What follows belongs to an exercise in optimizing a design on an open flow for small area, a short achievable clock period and few clock cycles per item; a production flow would make more cautious choices. RTL that was checked went through simulation tests only; none was proved equivalent to the original.

==> inputs of wip/willow <==
==> flow/design.v <==
module ws_arith (
    input  wire        clk,
    input  wire        rst,
    input  wire        in_valid,
    output wire        in_ready,
    input  wire [1:0]  in_op,
    input  wire        in_w8,
    input  wire [31:0] in_a,
    input  wire [31:0] in_b,
    output wire        out_valid,
    input  wire        out_ready,
    output wire [31:0] out_data
);
    localparam OP_SCALE = 2'd0;
    localparam OP_ENC   = 2'd1;
    localparam OP_DEC   = 2'd2;
    localparam [31:0] QNAN   = 32'h7FC00000;
    localparam [31:0] F32767 = 32'h46FFFE00;   
    localparam [31:0] F127   = 32'h42FE0000;   
    localparam U_PRE  = 3'b000;    
    localparam U_IT   = 3'b001;    
    localparam U_IDLE = 3'b100;
    localparam U_RND  = 3'b110;    
    localparam U_CHK  = 3'b111;    
    localparam K_ZERO = 2'd0;
    localparam K_INF  = 2'd1;
    localparam K_NAN  = 2'd2;
    reg [2:0]  us;
    reg [1:0]  u_op;
    reg        u_w8;
    reg        u_sgn;
    reg        fx_nan, fx_inf, fx_zero;    
    reg        fy_nan, fy_inf, fy_zero;    
    reg        fk_zero;
    reg [24:0] R;        
    reg [23:0] D;        
    reg [24:0] Q;        
    reg signed [9:0] W;  
    reg        lead;     
    reg        spec;     
    reg [4:0]  cnt;      
    reg        neg;      
    reg        seen;     
    reg        dinv;     
    reg        aen;      
    reg        rdy;      
    reg        g1, g2, st;   
    reg        ov;
    reg [31:0] od;
    reg        oc;
    reg        on;           
    reg [2:0]  oe;           
    reg        og2, ost;     
    reg        qv;
    reg [31:0] oq;
    assign out_valid = qv;
    assign out_data  = oq;
    wire [31:0] lx = in_a;
    wire        l_scl = (in_op == OP_SCALE);
    wire [7:0]  lxe = lx[30:23];
    wire [7:0]  lbe = in_b[30:23];
    wire lx_nan  = (lxe == 8'hFF) && (lx[22:0] != 23'd0);
    wire ly_nan  = !l_scl && (lbe == 8'hFF) && (in_b[22:0] != 23'd0);
    wire lx_inf  = (lx[30:0] == 31'h7F800000);
    wire ly_inf  = !l_scl && (in_b[30:0] == 31'h7F800000);
    wire lx_zero = (lx[30:0] == 31'd0);
    wire ly_zero = !l_scl && (in_b[30:0] == 31'd0);
    wire [15:0] lk = in_w8 ? {{8{in_a[7]}}, in_a[7:0]} : in_a[15:0];
    wire lk_zero = in_w8 ? (in_a[7:0] == 8'd0) : (in_a[15:0] == 16'd0);
    wire lk_one  = in_w8 ? ((in_a[7:1] == 7'd0) || (in_a[7:0] == 8'hFF))
                         : ((in_a[15:1] == 15'd0) || (in_a[15:0] == 16'hFFFF));
    wire l_div  = !in_op[1];
    wire l_dec  = (in_op == OP_DEC);
    wire [23:0] lxm  = {(lxe != 8'd0), lx[22:0]};
    wire [23:0] lbm  = {(lbe != 8'd0), in_b[22:0]};
    wire [7:0]  lxe1 = {lxe[7:1], lxe[0] | (lxe == 8'd0)};
    wire [7:0]  lbe1 = {lbe[7:1], lbe[0] | (lbe == 8'd0)};
    wire [23:0] lym = l_scl ? (in_w8 ? 24'hFE0000 : 24'hFFFE00) : lbm;
    wire l_sgn = (l_dec ? lk[15] : lx[31]) ^ (in_b[31] && !l_scl);
    wire u_div = !u_op[1];
    wire u_enc = (u_op == OP_ENC);
    wire u_dec = (u_op == OP_DEC);
    wire sp_nan = u_dec ? (fy_nan || (fy_inf && fk_zero))
                        : (fx_nan || fy_nan || (fx_inf && fy_inf) || (fx_zero && fy_zero));
    wire sp_inf = u_dec ? fy_inf : (fx_inf || fy_zero);
    wire sp_any = (u_op == 2'd3) ||
                  (u_dec ? (fy_nan || fy_inf || fk_zero || fy_zero)
                         : (fx_nan || fy_nan || fx_inf || fy_inf || fx_zero || fy_zero));
    wire [23:0] addend = D & {24{aen}};
    wire [25:0] sum    = {1'b0, R} + {1'b0, dinv, addend} + {25'd0, dinv};
    wire        qb     = sum[25];                        
    wire [24:0] rsel   = (u_div && !qb) ? R : sum[24:0];
    wire [24:0] r_div  = {rsel[23:0], 1'b0};
    wire [24:0] r_mul  = {1'b0, sum[24:1]};
    wire [9:0]  w_dn   = W - 10'sd1;
    wire [9:0]  w_up   = W + 10'sd1;
    wire signed [9:0] Wt = u_enc ? (W - $signed({2'b00, Q[24:17]}) + 10'sd127) :
                           (u_op == OP_SCALE) ? (W - (u_w8 ? 10'sd6 : 10'sd14)) : W;
    wire w_ge143 = (Wt >= 10'sd143);
    wire w_ge127 = (Wt >= 10'sd127);
    wire w_eq126 = (Wt == 10'sd126);
    wire w_le124 = (Wt <= 10'sd124);
    reg  e_fin, e_inc, e_sat, e_chk;
    always @* begin
        e_fin = 1'b0; e_inc = 1'b0; e_sat = 1'b0; e_chk = 1'b0;
        if (w_ge143) begin
            if (qb) begin e_fin = 1'b1; e_sat = 1'b1; end
        end else if (w_ge127) begin
        end else if (w_eq126) begin
            if (qb) begin e_fin = 1'b1; e_inc = 1'b1; end
        end else if (!lead) begin
            if (w_le124 || !qb) e_fin = 1'b1;            
        end else if (spec) begin
            if (cnt == 5'd2) begin
                if (qb) begin e_fin = 1'b1; e_inc = 1'b1; end
            end else if (cnt == 5'd1) begin
                if (qb) e_chk = 1'b1; else e_fin = 1'b1;
            end else begin
                if (!qb) e_fin = 1'b1;
            end
        end else begin
            if (!qb) e_fin = 1'b1;
            else if (cnt == 5'd1) begin e_fin = 1'b1; e_inc = 1'b1; end
        end
    end
    wire s_done = Q[23] || (Wt == -10'sd23);
    wire k_done = neg ? ((&Q[15:1]) && (seen || Q[0])) : !(|Q[15:1]);
    wire m_fin  = k_done && !W[9];       
    wire k_done_nx = neg ? ((&Q[15:2]) && (seen || Q[0] || Q[1])) : !(|Q[15:2]);
    wire lk_done   = lk[15] ? ((&lk[15:1]) && lk[0]) : !(|lk[15:1]);
    wire it_fin = u_enc ? e_fin : (u_op == OP_DEC) ? m_fin : 1'b0;
    wire [23:0] acc = r_mul[23:0];
    wire        g1n = sum[0];
    wire        stn = st | g2;
    wire [9:0]  s_e   = Q[24] ? (Wt + 10'sd25) : 10'sd1;
    wire        rnd   = (us == U_RND);
    wire [9:0]  n_e   = rnd ? s_e : w_up;
    wire        c_inc = (us == U_CHK) ? (|R) : e_inc;
    wire        c_sat = sp_any ? 1'b1 : e_sat;
    wire        c_big = c_sat || (u_w8 ? ((|Q[15:7]) || (c_inc && (&Q[6:0])))
                                       : (Q[15] || (c_inc && (&Q[14:0]))));
    wire [15:0] c_q   = c_big ? (u_w8 ? 16'd127 : 16'd32767) : Q[15:0];
    wire        c_i   = !c_big && c_inc;
    wire [31:0] c_x   = u_sgn ? {16'hFFFF, ~c_q} : {16'h0000, c_q};
    wire        c_c   = c_i ^ u_sgn;
    reg [31:0] res_x;
    reg        res_c;
    always @* begin
        res_c = 1'b0;
        if (sp_any) begin
            if (u_op == 2'd3)
                res_x = 32'd0;
            else if (sp_nan)
                res_x = u_enc ? 32'd0 : QNAN;
            else if (sp_inf) begin
                res_x = u_enc ? c_x : {u_sgn, 31'h7F800000};
                res_c = u_enc & c_c;
            end else
                res_x = {u_sgn & !u_op[0], 31'd0};    
        end else if (u_enc || us == U_CHK) begin
            res_x = c_x;
            res_c = c_c;
        end else begin
            res_x = {u_sgn, n_e[6:0], rnd ? Q[24:1] : acc};
            res_c = rnd ? Q[0] : g1n;
        end
    end
    wire res_n = !sp_any && !u_enc && (us != U_CHK);    
    wire xfer  = ov && (!qv || out_ready);
    wire oq_en = !qv || out_ready;
    wire stall = ov && qv;
    wire fin   = ((us == U_IT) && (it_fin || sp_any)) || ((us == U_PRE) && sp_any) ||
                 (us == U_RND) || (us == U_CHK);
    wire done  = fin && !stall;
    reg    irdy;
    assign in_ready = irdy;
    wire   load     = in_valid && in_ready;
    wire ov_n = !rst && (done || (ov && !xfer));
    wire qv_n = !rst && (xfer || (qv && !out_ready));
    reg  rdy_n;
    always @* begin
        rdy_n = rdy;
        if (rst)
            rdy_n = 1'b1;
        else if (load)
            rdy_n = (in_op == 2'd3) || ((in_op == OP_ENC) && lx_zero) ||
                    (l_dec && lk_zero);
        else if (done)
            rdy_n = 1'b1;
        else if (!stall) begin
            case (us)
                U_PRE:   rdy_n = (u_op == OP_DEC) && (D[22] ^ dinv) && k_done && !w_dn[9];
                U_IT:    rdy_n = (u_op == OP_DEC) ? (k_done_nx && !w_up[9])
                                                  : u_enc ? e_chk : s_done;
                default: ;
            endcase
        end
    end
    wire signed [9:0] o_ep = {oe, od[30:24]};
    wire [23:0] o_acc = od[23:0];
    reg  signed [9:0] o_fe;
    reg  [22:0] o_fm;
    reg         o_fg, o_fs;
    always @* begin
        if (o_acc[23]) begin
            o_fe = o_ep;
            o_fm = o_acc[22:0];
            o_fg = oc;
            o_fs = og2 | ost;
        end else if (o_ep >= 10'sd2) begin
            o_fe = o_ep - 10'sd1;
            o_fm = {o_acc[21:0], oc};
            o_fg = og2;
            o_fs = ost;
        end else begin
            o_fe = 10'sd0;
            o_fm = o_acc[22:0];
            o_fg = oc;
            o_fs = og2 | ost;
        end
    end
    wire        o_ovf = !o_fe[9] && (o_fe[8] || (&o_fe[7:0]));
    wire [31:0] o_x   = !on ? od : o_ovf ? {od[31], 31'h7F800000} : {od[31], o_fe[7:0], o_fm};
    wire        o_c   = !on ? oc : (!o_ovf && o_fg && (o_fs || o_fm[0]));
    always @(posedge clk) begin
        ov   <= ov_n;
        qv   <= qv_n;
        rdy  <= rdy_n;
        irdy <= rdy_n && !(ov_n && qv_n);
        if (done) begin
            od  <= res_x;
            oc  <= res_c;
            on  <= res_n;
            oe  <= n_e[9:7];
            og2 <= g1 && !rnd;
            ost <= rnd ? (|R) : stn;
        end
        if (oq_en)
            oq <= o_x + {31'd0, o_c};
    end
    always @(posedge clk) begin
        if (rst)
            us <= U_IDLE;
        else if (load)
            us <= !lym[23] ? U_PRE : U_IT;
        else if (done)
            us <= U_IDLE;
        else if (!stall) begin
            if (us == U_PRE && (D[22] ^ dinv))
                us <= U_IT;
            if (us == U_IT && u_enc && e_chk)
                us <= U_CHK;
            if (us == U_IT && u_op == OP_SCALE && s_done)
                us <= U_RND;
        end
    end
    always @(posedge clk) begin
        if (in_ready) begin
            u_op   <= in_op;
            u_w8   <= in_w8;
            u_sgn  <= l_sgn;
            fx_nan  <= lx_nan;
            fx_inf  <= lx_inf;
            fx_zero <= lx_zero;
            fy_nan  <= ly_nan;
            fy_inf  <= ly_inf;
            fy_zero <= ly_zero;
            fk_zero <= lk_zero;
            R      <= l_div ? {1'b0, lxm} : 25'd0;
            D      <= lym ^ {24{l_div}};
            dinv   <= l_div;
            aen    <= l_div | lk[0];
            Q      <= l_dec ? {9'd0, lk} : (in_op == OP_ENC) ? {lbe1, 17'd0} : 25'd0;
            W      <= {2'b00, l_dec ? lbe1 : lxe1};
            lead   <= 1'b0;
            spec   <= 1'b0;
            neg    <= lk[15];
            seen   <= 1'b0;
            g1     <= 1'b0;
            g2     <= 1'b0;
            st     <= 1'b0;
        end else if (!stall) begin
            case (us)
                U_PRE: begin
                    D <= {D[22:0], dinv};
                    W <= u_div ? w_up : w_dn;
                end
                U_IT: begin
                    if (u_div) begin
                        R <= r_div;
                        W <= w_dn;
                        if (!u_enc)
                            Q <= {Q[23:0], qb};
                        else if (w_ge127)
                            Q[15:0] <= {Q[14:0], qb};
                        if (u_enc) begin
                            lead <= lead | qb;
                            cnt  <= (!lead && qb) ? 5'd24 : cnt - 5'd1;
                            if (!lead && qb && (Wt == 10'sd125)) spec <= 1'b1;
                        end
                    end else begin
                        R    <= r_mul;
                        W    <= w_up;
                        Q    <= {Q[24:16], Q[15], Q[15:1]};
                        seen <= seen | Q[0];
                        aen  <= Q[1] ^ (neg & (seen | Q[0]));
                        g1   <= g1n;
                        g2   <= g1;
                        st   <= stn;
                    end
                end
                default: ;
            endcase
        end
    end
endmodule
==> flow/run.sh <==
#!/bin/bash
# synth_recipe.tcl (not shown) runs the flow's synth.tcl, then flattens the netlist and writes it again
# the make line also repeats each setting of config.mk as NAME=value (left out here)
make -C /OpenROAD-flow-scripts/flow DESIGN_CONFIG=/design/flow/config.mk WORK_HOME=/design/flow/orfs CLKGATE_MAP_FILE= SYNTH_SCRIPT=/design/flow/synth_recipe.tcl finish
==> flow/config.mk <==
export PLATFORM = sky130hd
export DESIGN_NAME = ws_arith
export DESIGN_NICKNAME = ws_arith
export VERILOG_FILES = /design/flow/design.v
export SDC_FILE = /design/flow/constraint.sdc
export NUM_CORES = 4
export LEC_CHECK = 0
export ABC_AREA = 1
export CAP_MARGIN = 20
export CORE_MARGIN = 2
export CORE_UTILIZATION = 55
export SLEW_MARGIN = 50
==> flow/constraint.sdc <==
create_clock -name core_clock -period 17.0 [get_ports {clk}]
set_input_delay 3.4000 -clock core_clock [delete_from_list [all_inputs] [get_ports {clk}]]
set_output_delay 3.4000 -clock core_clock [all_outputs]
set_load 0.01 [all_outputs]
==> wip/ember: changes against wip/willow <==
--- a/flow/design.v
+++ b/flow/design.v
@@ -17,4 +17,2 @@
     localparam [31:0] QNAN   = 32'h7FC00000;
-    localparam [31:0] F32767 = 32'h46FFFE00;   
-    localparam [31:0] F127   = 32'h42FE0000;   
     localparam U_PRE  = 3'b000;    
@@ -24,5 +22,2 @@
     localparam U_CHK  = 3'b111;    
-    localparam K_ZERO = 2'd0;
-    localparam K_INF  = 2'd1;
-    localparam K_NAN  = 2'd2;
     reg [2:0]  us;
@@ -69,4 +64,2 @@
     wire lk_zero = in_w8 ? (in_a[7:0] == 8'd0) : (in_a[15:0] == 16'd0);
-    wire lk_one  = in_w8 ? ((in_a[7:1] == 7'd0) || (in_a[7:0] == 8'hFF))
-                         : ((in_a[15:1] == 15'd0) || (in_a[15:0] == 16'hFFFF));
     wire l_div  = !in_op[1];
@@ -129,3 +122,2 @@
     wire k_done_nx = neg ? ((&Q[15:2]) && (seen || Q[0] || Q[1])) : !(|Q[15:2]);
-    wire lk_done   = lk[15] ? ((&lk[15:1]) && lk[0]) : !(|lk[15:1]);
     wire it_fin = u_enc ? e_fin : (u_op == OP_DEC) ? m_fin : 1'b0;
@@ -175,4 +167,8 @@
     reg    irdy;
+    reg    spc;
     assign in_ready = irdy;
-    wire   load     = in_valid && in_ready;
+    wire   accept   = in_valid && in_ready;
+    wire   sload    = done && !in_ready && in_valid;
+    wire   load     = (accept && !spc) || sload;       
+    wire   dp_load  = (in_ready && !spc) || done;      
     wire ov_n = !rst && (done || (ov && !xfer));
@@ -228,3 +224,4 @@
         rdy  <= rdy_n;
-        irdy <= rdy_n && !(ov_n && qv_n);
+        spc  <= !rst && sload;
+        irdy <= !rst && (sload || (rdy_n && !(ov_n && qv_n)));
         if (done) begin
@@ -257,3 +254,3 @@
     always @(posedge clk) begin
-        if (in_ready) begin
+        if (dp_load) begin
             u_op   <= in_op;
SLEW_MARGIN = 60   (was 50)
==> wip/garnet: changes against wip/willow <==
SLEW_MARGIN = 60   (was 50)
==> impl_metrics.env <==
export IMPL_hold_end="st$_SDFFE_PP0P_"
export IMPL_leakagePower_nw=7.46
export IMPL_wl_met3_mm=2.99
export IMPL_grt_use_total_pct=31.0
export IMPL_outcome="finished clean"
export IMPL_ys_ff_latch=187
export IMPL_gp_congestion=0.941
export IMPL_wl_per_cell_um=17.9
[end of results for wip/garnet]
==> impl_metrics.env <==
export IMPL_hold_end="seen$_SDFFE_PN0P_"
export IMPL_ys_ff_latch=188
export IMPL_wl_met3_mm=3.47
export IMPL_wl_per_cell_um=18.3
export IMPL_gp_congestion=1.04
export IMPL_outcome="finished clean"
export IMPL_leakagePower_nw=7.55
[end of results for wip/ember]
==> impl_metrics.env <==
export IMPL_dp_worst_setup_slack_ns=10.52
export IMPL_ys_ff_latch=187
export IMPL_hold_end="st$_SDFFE_PP0P_"
export IMPL_outcome="finished clean"
export IMPL_wl_per_cell_um=17.9
export IMPL_p_int_mw=1.19
export IMPL_leakagePower_nw=7.44
export IMPL_grt_use_total_pct=30.8
export IMPL_wl_met3_mm=2.96
[end of results for wip/willow]
Testbench counts of wip/willow, summed over its fixed seeds: cycles 21,243, items 3,936.
Testbench counts of wip/garnet, summed over its fixed seeds: cycles 21,243, items 3,936.
The RTL of wip/ember was laid out without a check of its function.

-- separate check: timing with driven ports --
Ports are ideal in the flow. The routed layouts listed here were re-timed in OpenROAD. Step 1 (the two cells are an assumption about what drives the block):
set clk [get_ports {clk}]
set_driving_cell -lib_cell sky130_fd_sc_hd__clkbuf_16 $clk
set_driving_cell -lib_cell sky130_fd_sc_hd__buf_2 [delete_from_list [all_inputs] $clk]
Step 2 times the ports against the registers' clock, not the clock port: input delays grow and output delays shrink by t, the midpoint of the rising clock arrivals with the driver on. a / b / c = ideal ports / drivers / drivers and shift; a / b = the first two.
run | shift t [ns] | setup slack, ns | slew at the worst register clock pin (ns) | worst data-port slew with drivers (ns)
wip/willow | 0.495 | 10.907 / 10.935 / 10.439 | 0.09 / 0.09 | 0.06
wip/ember | 0.495 | 11.655 / 11.684 / 11.189 | 0.09 / 0.09 | 0.04
wip/garnet | 0.490 | 11.906 / 11.933 / 11.442 | 0.10 / 0.10 | 0.06
After both steps setup and hold are still met in every run listed. The setup slack of wip/willow, which loses most, moves by +0.028 ns with the drivers and by -0.468 ns with both steps.
